What follows belongs to an exercise in optimizing a design on an open flow for small area, a short achievable clock period and few clock cycles; a production flow would make more cautious choices.
RTL that was checked went through simulation tests only; none was proved equivalent to the original.

==> flow/design.v (excerpt) <==
module pxe_core (
    input  wire        clk,
    input  wire        rst,
    input  wire        cmd_valid,
    output wire        cmd_ready,
    input  wire [4:0]  cmd_op,
    input  wire [31:0] cmd_key,
    input  wire [15:0] cmd_height,
    input  wire [15:0] cmd_width,
    input  wire        in_valid,
    output wire        in_ready,
    input  wire [23:0] in_data,
    output wire        out_valid,
    input  wire        out_ready,
    output wire [23:0] out_data,
    output wire        mem_ren_a,
    output wire [9:0]  mem_raddr_a,
    input  wire [31:0] mem_rdata_a,
    output wire        mem_ren_b,
    output wire [9:0]  mem_raddr_b,
    input  wire [31:0] mem_rdata_b,
    output wire        mem_we,
    output wire [9:0]  mem_waddr,
    output wire [31:0] mem_wdata
);
    localparam [2:0] S_IDLE   = 3'd0,
                     S_RESEED = 3'd1,    
                     S_DRAIN  = 3'd2,    
                     S_DRAW   = 3'd3,
                     S_MATH   = 3'd4;
    localparam [1:0] P_J1  = 2'd0,    
                     P_J2  = 2'd1,    
                     P_SMP = 2'd2;    
    localparam [9:0] N_PV = 10'd226;   
    reg [2:0]  state;
    reg        shuf;        
    reg        dec;
    reg [31:0] x;           
    reg [9:0]  cnt;         
    reg        msb;         
    reg        msb0;        
    reg        replay;      
    reg        d_valid;     
    reg        w_valid;     
    reg [7:0]  w8;          
    reg [15:0] wid, col, row;    
    reg [1:0]  phase;
    reg [1:0]  cp0, cp1, cp2;    
    reg [1:0]  bsel;        
    reg [23:0] out_reg;
    reg        out_v;
    wire [31:0] x_mix = x ^ {30'd0, x[31:30]};
    wire [31:0] x_inv = ~x_mix;
    wire cs_s1 = 1'b1 ^ cnt[0] ^ x_mix[0];
    wire cs_c2 = (1'b1 & cnt[0]) | (1'b1 & x_mix[0]) | (cnt[0] & x_mix[0]);
    wire cs_s3 = cnt[1] ^ x_mix[1];
    wire cs_c4 = cnt[1] & x_mix[1];
    wire cs_s5 = cnt[2] ^ x_mix[2] ^ x_mix[0];
    wire cs_c6 = (cnt[2] & x_mix[2]) | (cnt[2] & x_mix[0]) | (x_mix[2] & x_mix[0]);
    wire cs_s7 = cnt[3] ^ x_mix[3] ^ x_mix[1];
    wire cs_c8 = (cnt[3] & x_mix[3]) | (cnt[3] & x_mix[1]) | (x_mix[3] & x_mix[1]);
    wire cs_s9 = cnt[4] ^ x_mix[4] ^ x_mix[2];
    wire cs_c10 = (cnt[4] & x_mix[4]) | (cnt[4] & x_mix[2]) | (x_mix[4] & x_mix[2]);
  ...
Size: roughly 1900 cells after synthesis, about 250 I/O pins, roughly 0.017 sq mm of cells after synthesis.
export LEC_CHECK = 0
export CAP_MARGIN = 20
export CORE_MARGIN = 2
export CORE_UTILIZATION = 40
export SETUP_SLACK_MARGIN = 4.0
export SLEW_MARGIN = 20
create_clock -name core_clock -period 9.0 [get_ports {clk}]
run.sh (not shown) runs the stock make flow with config.mk's settings and CLKGATE_MAP_FILE= SYNTH_SCRIPT=/design/flow/synth_recipe.tcl, a recipe that flattens the netlist after the stock synthesis.
The baseline ran to the end with no violations.
Then changed:
--- a/flow/design.v
+++ b/flow/design.v
@@ -32,16 +32,17 @@
                      P_J2  = 2'd1,    
                      P_SMP = 2'd2;    
     localparam [9:0] N_PV = 10'd226;   
     reg [2:0]  state;
     reg        shuf;        
     reg        dec;
     reg [31:0] x;           
     reg [9:0]  cnt;         
+    reg [9:0]  ra;          
     reg        msb;         
     reg        msb0;        
     reg        replay;      
     reg        d_valid;     
     reg        w_valid;     
     reg [7:0]  w8;          
     reg [15:0] wid, col, row;    
     reg [1:0]  phase;
@@ -382,20 +383,17 @@
     wire cs_c338 = (cs_s289 & cs_c326) | (cs_s289 & cs_s327) | (cs_c326 & cs_s327);
     wire cs_s339 = cs_s295 ^ cs_c328 ^ cs_s329;
     wire cs_c340 = (cs_s295 & cs_c328) | (cs_s295 & cs_s329) | (cs_c328 & cs_s329);
     wire cs_s341 = cs_s297 ^ cs_c330 ^ cs_s331;
     wire [31:0] ms_a = {cs_c340, cs_c338, cs_c336, cs_c334, cs_s333, cs_c320, cs_c318, cs_c316, cs_c314, cs_c312, cs_c310, cs_c308, cs_c306, cs_c304, cs_c302, cs_s301, cs_c256, cs_c254, cs_c252, cs_c250, cs_c248, cs_c246, cs_c244, cs_c242, cs_c240, cs_s239, cs_s149, cs_c8, cs_c6, cs_c4, cs_s3, cs_s1};
     wire [31:0] ms_b = {cs_s341, cs_s339, cs_s337, cs_s335, 1'b0, cs_s321, cs_s319, cs_s317, cs_s315, cs_s313, cs_s311, cs_s309, cs_s307, cs_s305, cs_s303, 1'b0, cs_s257, cs_s255, cs_s253, cs_s251, cs_s249, cs_s247, cs_s245, cs_s243, cs_s241, 1'b0, 1'b0, cs_s9, cs_s7, cs_s5, cs_c2, 1'b0};
     wire [31:0] x_next = ms_a + ms_b;
     wire        pv_win = (state == S_RESEED);
-    wire [10:0] ra_s = {1'b0, cnt} + (pv_win ? 11'd227 : {10'd0, d_valid} + 11'd2);
-    wire [10:0] rb_s = {1'b0, cnt} + (pv_win ? 11'd623 : {10'd0, d_valid} + 11'd398);
-    wire [9:0]  ra   = (ra_s >= 11'd624) ? ra_s[9:0] - 10'd624 : ra_s[9:0];
-    wire [9:0]  rb   = (rb_s >= 11'd624) ? rb_s[9:0] - 10'd624 : rb_s[9:0];
+    wire [9:0]  rb = (ra >= 10'd228) ? ra - 10'd228 : ra + 10'd396;
     wire [31:0] tw = mem_rdata_b ^ {1'b0, msb, mem_rdata_a[30:1]}
                      ^ (mem_rdata_a[0] ? 32'h9908B0DF : 32'h0);
     function [31:0] temper;
         input [31:0] v;
         reg [31:0] t;
         begin
             t = v ^ (v >> 11);
             t = t ^ ((t << 7)  & 32'h9D2C5680);
@@ -470,16 +468,18 @@
                 out_v <= 1'b0;
             if (pix_done)
                 out_v <= 1'b1;
             if (advance) begin
                 msb <= mem_rdata_a[31];
                 w8  <= word[7:0];
             end
             d_valid <= issue || (d_valid && !advance);
+            if (issue)
+                ra <= (ra == 10'd623) ? 10'd0 : ra + 10'd1;
             w_valid <= advance || (w_valid && !consume);
             if (consume && !silent && shuf) begin
                 case (phase)
                     P_J1: begin
                         if (w8[1:0] != 2'd3) begin
                             cp0   <= w8[1:0];    
                             phase <= P_J2;
                         end
@@ -509,16 +509,17 @@
             case (state)
                 S_IDLE: begin
                     if (cmd_valid) begin
                         shuf   <= cmd_op[2];
                         dec    <= cmd_op[4];
                         x      <= cmd_key;
                         msb0   <= cmd_key[31];
                         cnt    <= 10'd0;
+                        ra     <= 10'd1;
                         replay <= 1'b0;
                         phase  <= P_J1;
                         bsel   <= 2'd0;
                         wid    <= cmd_width;
                         col    <= cmd_width;
                         row    <= cmd_height;
                         if (cmd_height == 16'd0 || cmd_width == 16'd0)
                             state <= S_IDLE;
@@ -537,16 +538,17 @@
                             state <= S_DRAIN;    
                         else
                             cnt <= cnt + 10'd1;
                     end
                 end
                 S_DRAIN: begin
                     if (!d_valid && !w_valid) begin
                         msb    <= msb0;
+                        ra     <= 10'd1;
                         replay <= 1'b1;
                         state  <= S_DRAW;
                     end
                 end
                 S_DRAW: begin
                     if (advance) begin
                         x   <= tw;
                         cnt <= (cnt == 10'd623) ? 10'd0 : cnt + 10'd1;
What happened:
- die area came out higher by 0.50%
- area after synthesis came out higher by 0.51%
- cell count came out lower by 2.8%
- critical path depth came out lower by 1
- wire length came out lower by 2.5%
- design area came out lower by 2.3%
- fmax came out higher by 1.0%
- clock-buffer cell count came out higher by 2
- hold slack hardly moves
- via count came out lower by 4.3%
Testbench counts after the change, summed over its fixed seeds: cycles 67,600.
The RTL of the first run of this note was laid out without a check of its function.

beta:
Another version of the RTL of pxe_core (not shown whole).
Size in the first run: about 2,600 cells after synthesis, about 160 flip-flops, ~250 I/O pins, roughly 19,000 µm² of cells after synthesis.
==> flow/design.v (excerpt) <==
module pxe_core (
    input  wire        clk,
    input  wire        rst,
    input  wire        cmd_valid,
    output wire        cmd_ready,
    input  wire [4:0]  cmd_op,
    input  wire [31:0] cmd_key,
    input  wire [15:0] cmd_height,
    input  wire [15:0] cmd_width,
    input  wire        in_valid,
    output wire        in_ready,
    input  wire [23:0] in_data,
    output wire        out_valid,
    input  wire        out_ready,
    output wire [23:0] out_data,
    output wire        mem_ren_a,
    output wire [9:0]  mem_raddr_a,
    input  wire [31:0] mem_rdata_a,
    output wire        mem_ren_b,
    output wire [9:0]  mem_raddr_b,
    input  wire [31:0] mem_rdata_b,
    output wire        mem_we,
    output wire [9:0]  mem_waddr,
    output wire [31:0] mem_wdata
);
==> flow/config.mk <==
export PLATFORM = sky130hd
export DESIGN_NAME = pxe_core
export DESIGN_NICKNAME = pxe_core
export VERILOG_FILES = /design/flow/design.v
export SDC_FILE = /design/flow/constraint.sdc
export NUM_CORES = 4
export LEC_CHECK = 0
export ABC_AREA = 1
export CAP_MARGIN = 20
export CORE_MARGIN = 2
export CORE_UTILIZATION = 40
export SETUP_SLACK_MARGIN = 4.0
export SLEW_MARGIN = 20
==> flow/constraint.sdc <==
create_clock -name core_clock -period 9.0 [get_ports {clk}]
set_input_delay 1.8000 -clock core_clock [delete_from_list [all_inputs] [get_ports {clk}]]
set_output_delay 1.8000 -clock core_clock [all_outputs]
set_load 0.01 [all_outputs]
Testbench counts of beta, summed over its fixed seeds: cycles 57,653.
--- input diff beta..epsilon ---
--- a/flow/design.v
+++ b/flow/design.v
@@ -380,27 +380,25 @@
     wire cs_c336 = cs_c324 & cs_s325;
     wire cs_s337 = cs_s289 ^ cs_c326 ^ cs_s327;
     wire cs_c338 = (cs_s289 & cs_c326) | (cs_s289 & cs_s327) | (cs_c326 & cs_s327);
     wire cs_s339 = cs_s295 ^ cs_c328 ^ cs_s329;
     wire cs_c340 = (cs_s295 & cs_c328) | (cs_s295 & cs_s329) | (cs_c328 & cs_s329);
     wire cs_s341 = cs_s297 ^ cs_c330 ^ cs_s331;
     wire [31:0] ms_a = {cs_c340, cs_c338, cs_c336, cs_c334, cs_s333, cs_c320, cs_c318, cs_c316, cs_c314, cs_c312, cs_c310, cs_c308, cs_c306, cs_c304, cs_c302, cs_s301, cs_c256, cs_c254, cs_c252, cs_c250, cs_c248, cs_c246, cs_c244, cs_c242, cs_c240, cs_s239, cs_s149, cs_c8, cs_c6, cs_c4, cs_s3, cs_s1};
     wire [31:0] ms_b = {cs_s341, cs_s339, cs_s337, cs_s335, 1'b0, cs_s321, cs_s319, cs_s317, cs_s315, cs_s313, cs_s311, cs_s309, cs_s307, cs_s305, cs_s303, 1'b0, cs_s257, cs_s255, cs_s253, cs_s251, cs_s249, cs_s247, cs_s245, cs_s243, cs_s241, 1'b0, 1'b0, cs_s9, cs_s7, cs_s5, cs_c2, 1'b0};
     wire [31:0] x_next = ms_a + ms_b;
     wire        in_rs = (state == S_RESEED);
     wire [9:0]  rb = (ra >= 10'd228) ? ra - 10'd228 : ra + 10'd396;
-    wire        raw  = in_rs && (cnt <= 10'd396);
-    wire [31:0] op_a = regen ? x : (raw ? 32'd0 : mem_rdata_a);
+    wire [31:0] op_a = regen ? x : mem_rdata_a;
     wire [31:0] op_b = in_rs ? x : mem_rdata_b;
-    wire [31:0] tw   = op_b ^ {1'b0, msb && !raw, op_a[30:1]}
-                       ^ (op_a[0] ? 32'h9908B0DF : 32'h0);
+    wire [31:0] tw   = op_b ^ {1'b0, msb, op_a[30:1]} ^ (op_a[0] ? 32'h9908B0DF : 32'h0);
     function [31:0] temper;
         input [31:0] v;
         reg [31:0] t;
         begin
             t = v ^ (v >> 11);
             t = t ^ ((t << 7)  & 32'h9D2C5680);
             t = t ^ ((t << 15) & 32'hEFC60000);
             t = t ^ (t >> 18);
             temper = t;
         end
     endfunction
@@ -434,40 +432,41 @@
     wire out_free = !out_v || out_ready;
     wire in_draw  = (state == S_DRAW);
     wire in_math  = (state == S_MATH);
     wire smp_word = !shuf || (phase == P_SMP && acc_nz);
     wire consume  = w_valid && (!smp_word || (in_valid && out_free));
     wire put      = w_valid && smp_word && in_valid && out_free;    
     wire advance  = d_valid && (!w_valid || consume);
     wire room     = !d_valid || advance;
     wire last_col = (col == 16'd1);
     wire last_pix = last_col && (row == 16'd1);
     wire pix_done = (put && bsel == 2'd2) || (in_math && in_valid && out_free);
+    wire raw      = in_rs && (cnt <= 10'd396);      
     wire reload   = d_valid && blk1 && (wk == 10'd395);
     wire issue    = !(pix_done && last_pix) && room && !reload &&
                     ((in_rs && cnt >= 10'd396) || in_draw);
     wire step     = in_rs ? (cnt < 10'd396 || (cnt == 10'd396 ? issue : advance))
                           : (regen && (cnt == 10'd396 || advance));
     wire [15:0] cr_dec = (last_col ? row : col) - 16'd1;
     assign cmd_ready = (state == S_IDLE);
     assign in_ready  = (w_valid && smp_word && bsel == 2'd2 && out_free) ||
                        (in_math && out_free);
     assign out_valid = out_v;
     assign out_data  = out_reg;
     assign mem_ren_a   = issue;
     assign mem_raddr_a = ra;
     assign mem_ren_b   = issue;
     assign mem_raddr_b = rb;
     assign mem_we      = raw || d_valid;
     assign mem_waddr   = wk;
-    assign mem_wdata   = tw;
+    assign mem_wdata   = raw ? x : tw;
     always @(posedge clk) begin
         if (rst) begin
             state   <= S_IDLE;
             d_valid <= 1'b0;
             w_valid <= 1'b0;
             out_v   <= 1'b0;
         end else begin
             if (out_ready)
                 out_v <= 1'b0;
             if (pix_done)
                 out_v <= 1'b1;
[summary]
- Going from beta to epsilon, area of the die shrank by a few percent.
- Going from beta to epsilon, reg2reg setup slack decreased 140 ps, post-synthesis share of cell area spent on and, or, nand and nor gates decreased 4.6 points, average detailed-routed wire length per instance moved down, relative max-transition margin decreased by 16 points relative to the old numbers.
- Critical path class: register to register -> epsilon, input pin to primary output -> beta
- Post-route cell area of beta is on par with epsilon.
- Filler-free cell count of the finished design came out lower on epsilon than on beta.
- Of the two values seen for timing startpoint of the critical path, x[31]$_DFFE_PN_ was produced by epsilon and mem_rdata_b[9] by beta.
Function not checked in epsilon: the RTL went through the layout flow alone.

Setup of before:
Another version of the RTL of pxe_core (not shown whole).
Size in the first run: ~2500 cells after synthesis, roughly 150 flip-flops, about 250 I/O pins, roughly 19000 µm² of cells after synthesis.
==> flow/config.mk <==
export PLATFORM = sky130hd
export DESIGN_NAME = pxe_core
export DESIGN_NICKNAME = pxe_core
export VERILOG_FILES = /design/flow/design.v
export SDC_FILE = /design/flow/constraint.sdc
export NUM_CORES = 4
export LEC_CHECK = 0
export ABC_AREA = 1
export CAP_MARGIN = 20
export CORE_MARGIN = 2
export CORE_UTILIZATION = 40
export SETUP_SLACK_MARGIN = 4.0
export SLEW_MARGIN = 20
==> flow/constraint.sdc <==
create_clock -name core_clock -period 9.0 [get_ports {clk}]
set_input_delay 1.8000 -clock core_clock [delete_from_list [all_inputs] [get_ports {clk}]]
set_output_delay 1.8000 -clock core_clock [all_outputs]
set_load 0.01 [all_outputs]
Testbench counts of before, summed over its fixed seeds: cycles 57,653.
The following lists how after was set up differently from before:
--- a/flow/design.v
+++ b/flow/design.v
@@ -36,17 +36,18 @@
     reg [31:0] x;           
     reg [9:0]  cnt;         
     reg [9:0]  ra;          
     reg        msb;         
     reg        blk1;        
     reg        regen;       
     reg        d_valid;     
     reg        w_valid;     
-    reg [7:0]  w8;          
+    reg [31:0] wreg;        
+    reg        raw_pend;    
     reg [15:0] wid, col, row;    
     reg [1:0]  phase;
     reg [1:0]  cp0, cp1, cp2;    
     reg [1:0]  bsel;        
     reg [23:0] out_reg;
     reg        out_v;
     wire [31:0] x_mix = x ^ {30'd0, x[31:30]};
     wire [31:0] x_inv = ~x_mix;
@@ -398,17 +399,18 @@
         begin
             t = v ^ (v >> 11);
             t = t ^ ((t << 7)  & 32'h9D2C5680);
             t = t ^ ((t << 15) & 32'hEFC60000);
             t = t ^ (t >> 18);
             temper = t;
         end
     endfunction
-    wire [31:0] word = temper(tw);
+    wire [31:0] word = temper(wreg);
+    wire [7:0]  w8   = word[7:0];
     function [7:0] sel_byte;
         input [23:0] p;
         input [1:0]  k;
         begin
             case (k)
                 2'd0:    sel_byte = p[7:0];
                 2'd1:    sel_byte = p[15:8];
                 default: sel_byte = p[23:16];
@@ -451,33 +453,39 @@
     assign in_ready  = (w_valid && smp_word && bsel == 2'd2 && out_free) ||
                        (in_math && out_free);
     assign out_valid = out_v;
     assign out_data  = out_reg;
     assign mem_ren_a   = issue;
     assign mem_raddr_a = ra;
     assign mem_ren_b   = issue;
     assign mem_raddr_b = rb;
-    assign mem_we      = raw || d_valid;
-    assign mem_waddr   = raw ? cnt : (ra >= 10'd2 ? ra - 10'd2 : ra + 10'd622);
-    assign mem_wdata   = tw;
+    wire [9:0]  w_sub = {9'd0, d_valid} + 10'd2;    
+    assign mem_we      = raw_pend || w_valid;
+    assign mem_waddr   = raw_pend ? cnt - 10'd1 :
+                         (ra >= w_sub ? ra - w_sub : ra + 10'd624 - w_sub);
+    assign mem_wdata   = wreg;
     always @(posedge clk) begin
         if (rst) begin
             state   <= S_IDLE;
             d_valid <= 1'b0;
             w_valid <= 1'b0;
             out_v   <= 1'b0;
+            raw_pend <= 1'b0;
         end else begin
+            raw_pend <= raw && step;
+            if (raw && step)
+                wreg <= tw;
             if (out_ready)
                 out_v <= 1'b0;
             if (pix_done)
                 out_v <= 1'b1;
             if (advance) begin
                 msb <= op_a[31];
-                w8  <= word[7:0];
+                wreg <= tw;
                 if (ra == 10'd1)         
                     blk1 <= 1'b0;
                 if (ra == 10'd0)         
                     regen <= 1'b0;
             end
             if (step) begin
                 x   <= x_next;
                 cnt <= cnt + 10'd1;
### Flow results
Area used by sequential logic in the layout up about 16% in after wrt before. after went all the way through the flow, and no timing, DRC or antenna check failed. A largest family of logic cells by synthesized area of adder cells is what after shows, while simple AND/OR/NAND/NOR gates belongs to before. When the final numbers for after and before were put side by side, the final area turned out to be smaller in before. [compare] base=before new=after: utilization after layout comparable; final antenna-violating net count has remained practically unchanged; number of antenna violations at the first check in global routing climbed 2. Run comparison: after most common library cell in the layout ignoring fill and taps sky130_fd_sc_hd__inv_1; before most common library cell in the layout ignoring fill and taps sky130_fd_sc_hd__nand2_1.
For after, only the layout was checked, not whether the RTL still works.

-- what the ideal ports hide --
No port has a modelled driver above. Below, the same layouts with a new extraction and two added sets of constraints. Step 1: set_driving_cell puts a clkbuf_16 on clk and a buf_2 on each other input, an assumption about the parent block. Step 2 also shifts input and output timing later by t, the mid clock arrival at the registers, as if the neighbouring blocks saw the same clock. a / b / c = ideal / step 1 / step 2; a / b = the first two.
run | t, ns | slack for setup (ns) | worst setup path after step 2 | worst data-port slew with drivers (ns) | cell pins on the clock port's net
the first run of note 1 | 0.516 | 3.743 / 3.692 / 3.676 | input to register | 0.07 | 1
the second run of note 1 | 0.506 | 3.796 / 3.796 / 3.624 | input to register | 0.07 | 1
beta | 0.545 | 4.000 / 3.976 / 3.664 | input to register | 0.10 | 1
epsilon | 0.524 | 3.986 / 3.942 / 3.647 | input to register | 0.11 | 1
before | 0.540 | 3.934 / 3.896 / 3.555 | input to register | 0.07 | 1
after | 0.527 | 4.077 / 4.070 / 3.574 | input to register | 0.12 | 1
After both steps every run listed still meets setup and hold. The setup slack of after, which loses most, moves by -0.007 ns with the drivers and by -0.503 ns with both steps.
